From an optimization exercise on the open Yosys and OpenROAD flow, aimed at small area, a short achievable clock period and few clock cycles per item; shortcuts taken in it are not production practice. In this exercise RTL edits were held to simulation tests only and were not proved equivalent to the original.

**design/flow/config.mk**
```make
export PLATFORM = sky130hd
export DESIGN_NAME = fft16
export DESIGN_NICKNAME = fft16
export VERILOG_FILES = /design/flow/design.v
export SDC_FILE = /design/flow/constraint.sdc
export NUM_CORES = 8
export LEC_CHECK = 0
export CAP_MARGIN = 20
export CORE_MARGIN = 2
export CORE_UTILIZATION = 40
export SETUP_SLACK_MARGIN = 2
export SLEW_MARGIN = 20
```
**design/flow/constraint.sdc**
```tcl
create_clock -name core_clock -period 85.0 [get_ports {clk}]
set_input_delay 17.0000 -clock core_clock [delete_from_list [all_inputs] [get_ports {clk}]]
set_output_delay 17.0000 -clock core_clock [all_outputs]
set_load 0.01 [all_outputs]
```
**design/flow/design.v**
```verilog
module fp32_add (
    input  wire [31:0] a,
    input  wire [31:0] b,
    output reg  [31:0] y
);
    localparam [31:0] QNAN = 32'h7FC00000;
    wire        sa = a[31], sb = b[31];
    wire [7:0]  ea = a[30:23], eb = b[30:23];
    wire [22:0] fa = a[22:0], fb = b[22:0];
    wire a_nan = (ea == 8'hFF) && (fa != 0);
    wire b_nan = (eb == 8'hFF) && (fb != 0);
    wire a_inf = (ea == 8'hFF) && (fa == 0);
    wire b_inf = (eb == 8'hFF) && (fb == 0);
    wire        swap = b[30:0] > a[30:0];
    wire        s_x  = swap ? sb : sa;
    wire        s_y  = swap ? sa : sb;
    wire [7:0]  e_x  = swap ? eb : ea;
    wire [7:0]  e_y  = swap ? ea : eb;
    wire [22:0] f_x  = swap ? fb : fa;
    wire [22:0] f_y  = swap ? fa : fb;
    wire [23:0] m_x  = {(e_x != 0), f_x};
    wire [23:0] m_y  = {(e_y != 0), f_y};
    wire [7:0]  ee_x = (e_x == 0) ? 8'd1 : e_x;
    wire [7:0]  ee_y = (e_y == 0) ? 8'd1 : e_y;
    wire [7:0]  d    = ee_x - ee_y;
    wire        eff_sub = s_x ^ s_y;
    reg  [26:0] my_al;
    reg  [27:0] sum;
    reg  [4:0]  p;
    reg  signed [10:0] e_res, e_fin, i0;
    reg  [52:0] t;
    reg  [52:0] r;
    reg  [52:0] lost_mask;
    reg  [23:0] mant;
    reg         guard, sticky, rnd;
    reg  [33:0] packed_v;
    integer     i;
    always @* begin
        if (d >= 8'd27) begin
            my_al = {26'd0, (m_y != 0)};
        end else begin
            my_al = ({m_y, 3'b000} >> d);
            my_al[0] = my_al[0] | (|(({m_y, 3'b000}) & ((27'd1 << d) - 27'd1)));
        end
        sum = eff_sub ? ({1'b0, m_x, 3'b000} - {1'b0, my_al})
                      : ({1'b0, m_x, 3'b000} + {1'b0, my_al});
        p = 5'd0;
        for (i = 0; i < 28; i = i + 1)
            if (sum[i]) p = i[4:0];
        e_res = $signed({6'd0, p}) - 11'sd26 + $signed({3'd0, ee_x});
        e_fin = (e_res < 11'sd1) ? 11'sd1 : e_res;
        i0    = e_fin - $signed({3'd0, ee_x}) + 11'sd3;    
        t = {sum, 25'd0};
        r = t >> (i0 + 11'sd23);
        lost_mask = (53'd1 << (i0 + 11'sd23)) - 53'd1;
        mant   = r[25:2];
        guard  = r[1];
        sticky = r[0] | (|(t & lost_mask));
        rnd    = guard & (sticky | mant[0]);
        packed_v = {e_fin[9:0] - 10'd1, 23'd0} + {10'd0, mant} + {33'd0, rnd};
        if (a_nan || b_nan || (a_inf && b_inf && (sa != sb)))
            y = QNAN;
        else if (a_inf)
            y = {sa, 8'hFF, 23'd0};
        else if (b_inf)
            y = {sb, 8'hFF, 23'd0};
        else if (sum == 0)
            y = {(sa & sb), 31'd0};
        else if (packed_v[33:23] >= 11'd255)
            y = {s_x, 8'hFF, 23'd0};
        else
            y = {s_x, packed_v[30:0]};
    end
endmodule
module fp32_mul (
    input  wire [31:0] a,
    input  wire [31:0] b,
    output reg  [31:0] y
);
    localparam [31:0] QNAN = 32'h7FC00000;
    wire        s  = a[31] ^ b[31];
    wire [7:0]  ea = a[30:23], eb = b[30:23];
    wire [22:0] fa = a[22:0], fb = b[22:0];
    wire a_nan  = (ea == 8'hFF) && (fa != 0);
    wire b_nan  = (eb == 8'hFF) && (fb != 0);
    wire a_inf  = (ea == 8'hFF) && (fa == 0);
    wire b_inf  = (eb == 8'hFF) && (fb == 0);
    wire a_zero = (a[30:0] == 0);
    wire b_zero = (b[30:0] == 0);
    wire [23:0] ma  = {(ea != 0), fa};
    wire [23:0] mb  = {(eb != 0), fb};
    wire [7:0]  eea = (ea == 0) ? 8'd1 : ea;
    wire [7:0]  eeb = (eb == 0) ? 8'd1 : eb;
    wire [47:0] prod = ma * mb;
    reg  [5:0]  p;
    reg  signed [11:0] e_res, e_fin, i0;
    reg  [5:0]  sh;
    reg  [49:0] t;
    reg  [49:0] r;
    reg  [49:0] lost_mask;
    reg  [23:0] mant;
    reg         guard, sticky, rnd;
    reg  [34:0] packed_v;
    integer     i;
    always @* begin
        p = 6'd0;
        for (i = 0; i < 48; i = i + 1)
            if (prod[i]) p = i[5:0];
        e_res = $signed({6'd0, p}) + $signed({4'd0, eea}) + $signed({4'd0, eeb}) - 12'sd173;
        e_fin = (e_res < 12'sd1) ? 12'sd1 : e_res;
        i0    = e_fin + 12'sd150 - $signed({4'd0, eea}) - $signed({4'd0, eeb});
        sh    = (i0 > 12'sd50) ? 6'd50 : i0[5:0];
        t = {prod, 2'b00};
        r = t >> sh;
        lost_mask = (50'd1 << sh) - 50'd1;
        mant   = r[25:2];
        guard  = r[1];
        sticky = r[0] | (|(t & lost_mask));
        rnd    = guard & (sticky | mant[0]);
        packed_v = {e_fin[10:0] - 11'd1, 23'd0} + {11'd0, mant} + {34'd0, rnd};
        if (a_nan || b_nan || (a_inf && b_zero) || (b_inf && a_zero))
            y = QNAN;
        else if (a_inf || b_inf)
            y = {s, 8'hFF, 23'd0};
        else if (a_zero || b_zero)
            y = {s, 31'd0};
        else if (packed_v[34:23] >= 12'd255)
            y = {s, 8'hFF, 23'd0};
        else
            y = {s, packed_v[30:0]};
    end
endmodule
module fft16_butterfly (
    input  wire [31:0] a_re, a_im,
    input  wire [31:0] b_re, b_im,
    input  wire [31:0] w_re, w_im,
    output wire [31:0] top_re, top_im,
    output wire [31:0] bot_re, bot_im
);
    wire [31:0] d_re, d_im;
    wire [31:0] p_rr, p_ii, p_ri, p_ir;
    fp32_add u_add_re (.a(a_re), .b(b_re), .y(top_re));
    fp32_add u_add_im (.a(a_im), .b(b_im), .y(top_im));
    fp32_add u_sub_re (.a(a_re), .b({~b_re[31], b_re[30:0]}), .y(d_re));
    fp32_add u_sub_im (.a(a_im), .b({~b_im[31], b_im[30:0]}), .y(d_im));
    fp32_mul u_mul_rr (.a(d_re), .b(w_re), .y(p_rr));
    fp32_mul u_mul_ii (.a(d_im), .b(w_im), .y(p_ii));
    fp32_mul u_mul_ri (.a(d_re), .b(w_im), .y(p_ri));
    fp32_mul u_mul_ir (.a(d_im), .b(w_re), .y(p_ir));
    fp32_add u_cre (.a(p_rr), .b({~p_ii[31], p_ii[30:0]}), .y(bot_re));
    fp32_add u_cim (.a(p_ri), .b(p_ir), .y(bot_im));
endmodule
module fft16 (
    input  wire        clk,
    input  wire        rst,
    input  wire        in_valid,
    output wire        in_ready,
    input  wire [31:0] in_re,
    input  wire [31:0] in_im,
    output wire        out_valid,
    input  wire        out_ready,
    output wire [31:0] out_re,
    output wire [31:0] out_im
);
    localparam [1:0] S_LOAD = 2'd0, S_COMP = 2'd1, S_UNLOAD = 2'd2;
    reg [1:0]  state;
    reg [3:0]  cnt;        
    reg [1:0]  stage;      
    reg [2:0]  bfly;       
    reg [31:0] x_re [0:15];
    reg [31:0] x_im [0:15];
    reg [3:0] idx_top, idx_bot;
    reg [2:0] tw_idx;
    always @* begin
        case (stage)
            2'd0: begin idx_top = {1'b0, bfly};             idx_bot = idx_top + 4'd8; tw_idx = bfly;                end
            2'd1: begin idx_top = {bfly[2], 1'b0, bfly[1:0]}; idx_bot = idx_top + 4'd4; tw_idx = {bfly[1:0], 1'b0}; end
            2'd2: begin idx_top = {bfly[2:1], 1'b0, bfly[0]}; idx_bot = idx_top + 4'd2; tw_idx = {bfly[0], 2'b00};  end
            default: begin idx_top = {bfly, 1'b0};          idx_bot = idx_top + 4'd1; tw_idx = 3'd0;                end
        endcase
    end
    reg [31:0] w_re, w_im;
    always @* begin
        case (tw_idx)
            3'd0: begin w_re = 32'h3F800000; w_im = 32'h00000000; end
            3'd1: begin w_re = 32'h3F6C835E; w_im = 32'hBEC3EF15; end
            3'd2: begin w_re = 32'h3F3504F3; w_im = 32'hBF3504F3; end
            3'd3: begin w_re = 32'h3EC3EF15; w_im = 32'hBF6C835E; end
            3'd4: begin w_re = 32'h00000000; w_im = 32'hBF800000; end
            3'd5: begin w_re = 32'hBEC3EF15; w_im = 32'hBF6C835E; end
            3'd6: begin w_re = 32'hBF3504F3; w_im = 32'hBF3504F3; end
            default: begin w_re = 32'hBF6C835E; w_im = 32'hBEC3EF15; end
        endcase
    end
    wire [31:0] top_re, top_im, bot_re, bot_im;
    fft16_butterfly u_bf (
        .a_re(x_re[idx_top]), .a_im(x_im[idx_top]),
        .b_re(x_re[idx_bot]), .b_im(x_im[idx_bot]),
        .w_re(w_re), .w_im(w_im),
        .top_re(top_re), .top_im(top_im),
        .bot_re(bot_re), .bot_im(bot_im)
    );
    wire load_fire   = (state == S_LOAD) && in_valid;
    always @(posedge clk) begin
        if (rst) begin
            state <= S_LOAD;
            cnt   <= 4'd0;
            stage <= 2'd0;
            bfly  <= 3'd0;
        end else begin
            case (state)
                S_LOAD: if (in_valid) begin
                    cnt <= cnt + 4'd1;
                    if (cnt == 4'd15) begin
                        state <= S_COMP;
                        stage <= 2'd0;
                        bfly  <= 3'd0;
                    end
                end
                S_COMP: begin
                    bfly <= bfly + 3'd1;
                    if (bfly == 3'd7) begin
                        stage <= stage + 2'd1;
                        if (stage == 2'd3) begin
                            state <= S_UNLOAD;
                            cnt   <= 4'd0;
                        end
                    end
                end
                S_UNLOAD: if (out_ready) begin
                    cnt <= cnt + 4'd1;
                    if (cnt == 4'd15)
                        state <= S_LOAD;
                end
                default: state <= S_LOAD;
            endcase
        end
    end
    always @(posedge clk) begin
        if (load_fire) begin
            x_re[cnt] <= in_re;
            x_im[cnt] <= in_im;
        end else if (state == S_COMP) begin
            x_re[idx_top] <= top_re;
            x_im[idx_top] <= top_im;
            x_re[idx_bot] <= bot_re;
            x_im[idx_bot] <= bot_im;
        end
    end
    wire [3:0] rd_idx = {cnt[0], cnt[1], cnt[2], cnt[3]};
    assign in_ready  = (state == S_LOAD);
    assign out_valid = (state == S_UNLOAD);
    assign out_re    = x_re[rd_idx];
    assign out_im    = x_im[rd_idx];
endmodule
```
**design/flow/run.sh**
```bash
#!/bin/bash
# synth_recipe.tcl (not shown) runs the flow's synth.tcl, then flattens the netlist and writes it again
# the make line also repeats each setting of config.mk as NAME=value (left out here)
make -C /OpenROAD-flow-scripts/flow DESIGN_CONFIG=/design/flow/config.mk WORK_HOME=/design/flow/orfs CLKGATE_MAP_FILE= SYNTH_SCRIPT=/design/flow/synth_recipe.tcl finish
```
==> flow_summary.ini <==
[clock_tree]
cts_inserted_buffers = 98
cts_hold_buf = 0
clk_pin_slew_ns = 0.08
cts_tree = done
worstSkewPairLatency_ns = 0.76
clockBufferDepth = 3
cts.htree.levels = 3
clock-sinks = 1039
clockRootBuffer = clkbuf_16

[synthesis]
yosysTopAreaCellShare = 0.1608
yosys_warnings = 3
synthArstFlopShare = 0
synth_edf_count = 1024
synth_area_um2 = 227100
syn_inst = 28430
syn_avg_cell_area_um2 = 7.989
yosys_register_bits = 1039
synthTopCellsByArea = fa_1 (16%), edfxtp_1 (14%), ha_1 (8.1%)
synth-main-ff-cell = edfxtp_1
yosys.area.top_type = fa_1
synth_common_cells = nand2_1 (2935), nor2_1 (2930), inv_1 (2668), a21oi_1 (2106), fa_1 (1824)
synthMostInstantiatedCell = nand2_1
synth_cell_types = 150
yosysSeqAreaShare = 0.1367

[worst_setup_path]
path_common_cell = nor2_1
cp.required_ns = 85.43
critPathMaxStageDelay_ns = 0.89
cp_slowest_cell = nor2_1
arrival_ns = 79.19
critPathTopFamily = compound AO/OA/AOI/OAI gates
cp-end-kind = flip-flop
crit_type = reg -> reg
crit_buf_inv = 35
reg2reg_depth = 320
cp_max_fo = 80
crit_cells = 320
cp-start-kind = flip-flop
ff2ff_setup_slack_ns = 6.24

[timing]
rsz0062_at_grt = yes
tightestPinTransition_ns = 1.310
finalWorstSetupSlack_ns = 6.243
skew_ns = 0.05493
period_share = 0.9266
report.final.slew_viol_count = 0
max_freq_mhz = 12.70
period_minus_slack_ns = 78.76
hold_viol = 0
relSlewSlack = 0.1256
setup_tns_ns = 0
setup_viol = 0

[global_route]
grt-ovfl-total = 0
grt_max_degree = 120
track_usage = 0.3835
grt_pass1_wl_mm = 1628
antenna_found_initial = 76
grt_pass1_vias = 224600

[die]
rows = 276
die-area_um2 = 573900
start_util = 0.4018
pin_count = 134
die_y_um = 757.6
die_x_um = 757.6
coreArea_um2 = 565300

[status]
run_status = finished clean

[worst_hold_path]
hold_class = reg -> reg
min_path_cells = 2

[routing]
ant_nets = 0
drt_first_pass_iters = 13
vias_per_cell = 6.721
routed_wl_mm = 1148
drc_errors = 0
drt_iter0_drc = 37810
route.vias.total = 237900
wl_per_cell_um = 32.42

[finish]
nets = 31100
final_util = 0.4297
layout-area-overhead-vs-synth_pct = 6.947
drive_above_1_share = 0.08836

[placed_design]
pre_cts_ws_ns = 4.381
io_buffers = 133
gp_congestion = 1.057
hpwl_mm = 884.6

[job]
maxCapViolCount = 0
[metrics by stage]
| step | std cells | cell area (µm²) | hold slack, ns |
|---|---|---|---|
| floorplan | 28430 | 227200 | 0.5783 |
| global placement | 35130 | 238900 | 0.6619 |
| detailed placement | 35130 | 238900 | 0.6726 |
| CTS | 35310 | 242100 | 0.6875 |
| global route | 35330 | 242800 | 0.6528 |
| finish | 35400 | 242900 | 0.6408 |
[cell type report]
cell class / count / area [µm²]
well taps: 7506 / 9392
fillers: 57010 / 322400
clock inverters: 59 / 480.5
flip-flops and latches: 1039 / 31070
diodes: 70 / 175.2
multi-input cells: 22860 / 180300
clock buffers: 122 / 2628
inverters: 2701 / 10140
repair buffers: 1042 / 8720
[path summary, 6_finish.rpt]
kind                                from          to
worst max-delay path            stage[1]  x_re[0][5]
worst min-delay path            stage[1]    stage[1]
worst max register to register  stage[1]  x_re[0][5]
worst min register to register  stage[1]    stage[1]
[routing by layer]
layer / track usage / vias to the layer above / share of wire
met5: 0.0001668 / - / 0.0012
met4: 0.1997 / 60 / 0.065
met3: 0.1176 / 3570 / 0.13
met2: 0.5585 / 17480 / 0.41
met1: 0.5100 / 115800 / 0.39
li1: - / 101000 / -
[layout by cell type (no fill, tap or decap), drive strengths merged, types with 150 or more instances in the layout]
| cell type | count |
|---|---|
| o211ai | 284 |
| o21bai | 154 |
| o22ai | 248 |
| nor4 | 220 |
| mux2i | 836 |
| xor2 | 249 |
| a22oi | 229 |
| buf | 909 |
| o31ai | 319 |
| nor3 | 760 |
| ha | 1469 |
| a31oi | 369 |
| nor2 | 2939 |
| o21ai | 1575 |
| edfxtp | 1024 |
| a21o | 292 |
| mux4 | 463 |
| nand4 | 249 |
| fa | 1824 |
| and2 | 207 |
| a21oi | 2115 |
| nor2b | 150 |
| nand3 | 774 |
| and3 | 380 |
| xnor2 | 536 |
| mux2 | 240 |
| nand2 | 2959 |
| nand2b | 236 |
| or3 | 152 |
| inv | 2688 |
| a211oi | 467 |
[kinds of logic (layout without fill, tap and decap cells)]
kind of cell | after synthesis | after routing | share of synthesized area
AOI/OAI and AO/OA | 7691 | 7693 | 0.2236
xor gates and xnor gates | 785 | 785 | 0.03033
adders and majority gates | 3294 | 3294 | 0.2417
buffers and inverters | 4543 | 3924 | 0.07876
DFF | 1039 | 1039 | 0.1367
muxes | 1539 | 1539 | 0.09466
other | 1 | 73 | 0.00001651
and+or+nand+nor | 9540 | 9542 | 0.1942
[timing repair]
action / CTS / global route
setup endpoints to repair: 0 / 992
resized for setup: 0 / 105
endpoints found under the hold margin: 0 / 0
buffers inserted: 0 / 9
[flip-flops by register name, indices dropped and copies added (netlist names), named ones only]
signal and count:
bfly 3, cnt 4, stage 2, state 2, x_im 512, x_re 512
[worst reg2reg max path: cells and delay by family, from the launching register on]
family                     cells  cell delay [ns]
AOI/OAI and AO/OA            116            28.48
xor gates and xnor gates       9             2.70
adders and majority gates     38            13.49
buffers and inverters         35             7.99
DFF                            1             0.57
muxes                          6             1.41
and+or+nand+nor              116            23.79
Testbench counts, summed over its fixed seeds: cycles 8,192, frames 128.

port drivers added, routing unchanged:
The results above use ideal ports. As a check the final layout listed here was re-extracted and re-timed, cells and wires unchanged. Step 1: set_driving_cell puts a clkbuf_16 on clk and a buf_2 on each other input, an assumption about the parent block. Step 2 adds t to the input delays and takes it off the output delays; t is the mean of the earliest and latest rising clock arrival at the registers after step 1. Input paths then give back, and output paths get back, about the clock's delay inside the block. a / b / c = ideal ports / drivers / drivers and shift; a / b = the first two.
shift t [ns]: 0.801
setup WS [ns]: 6.243 / 6.243 / 6.243
pins driven straight from the clock port: 1
After both steps setup and hold are still met in this run. For this run, drivers alone change the setup slack by 0.000 ns; drivers and shift together by 0.000 ns.
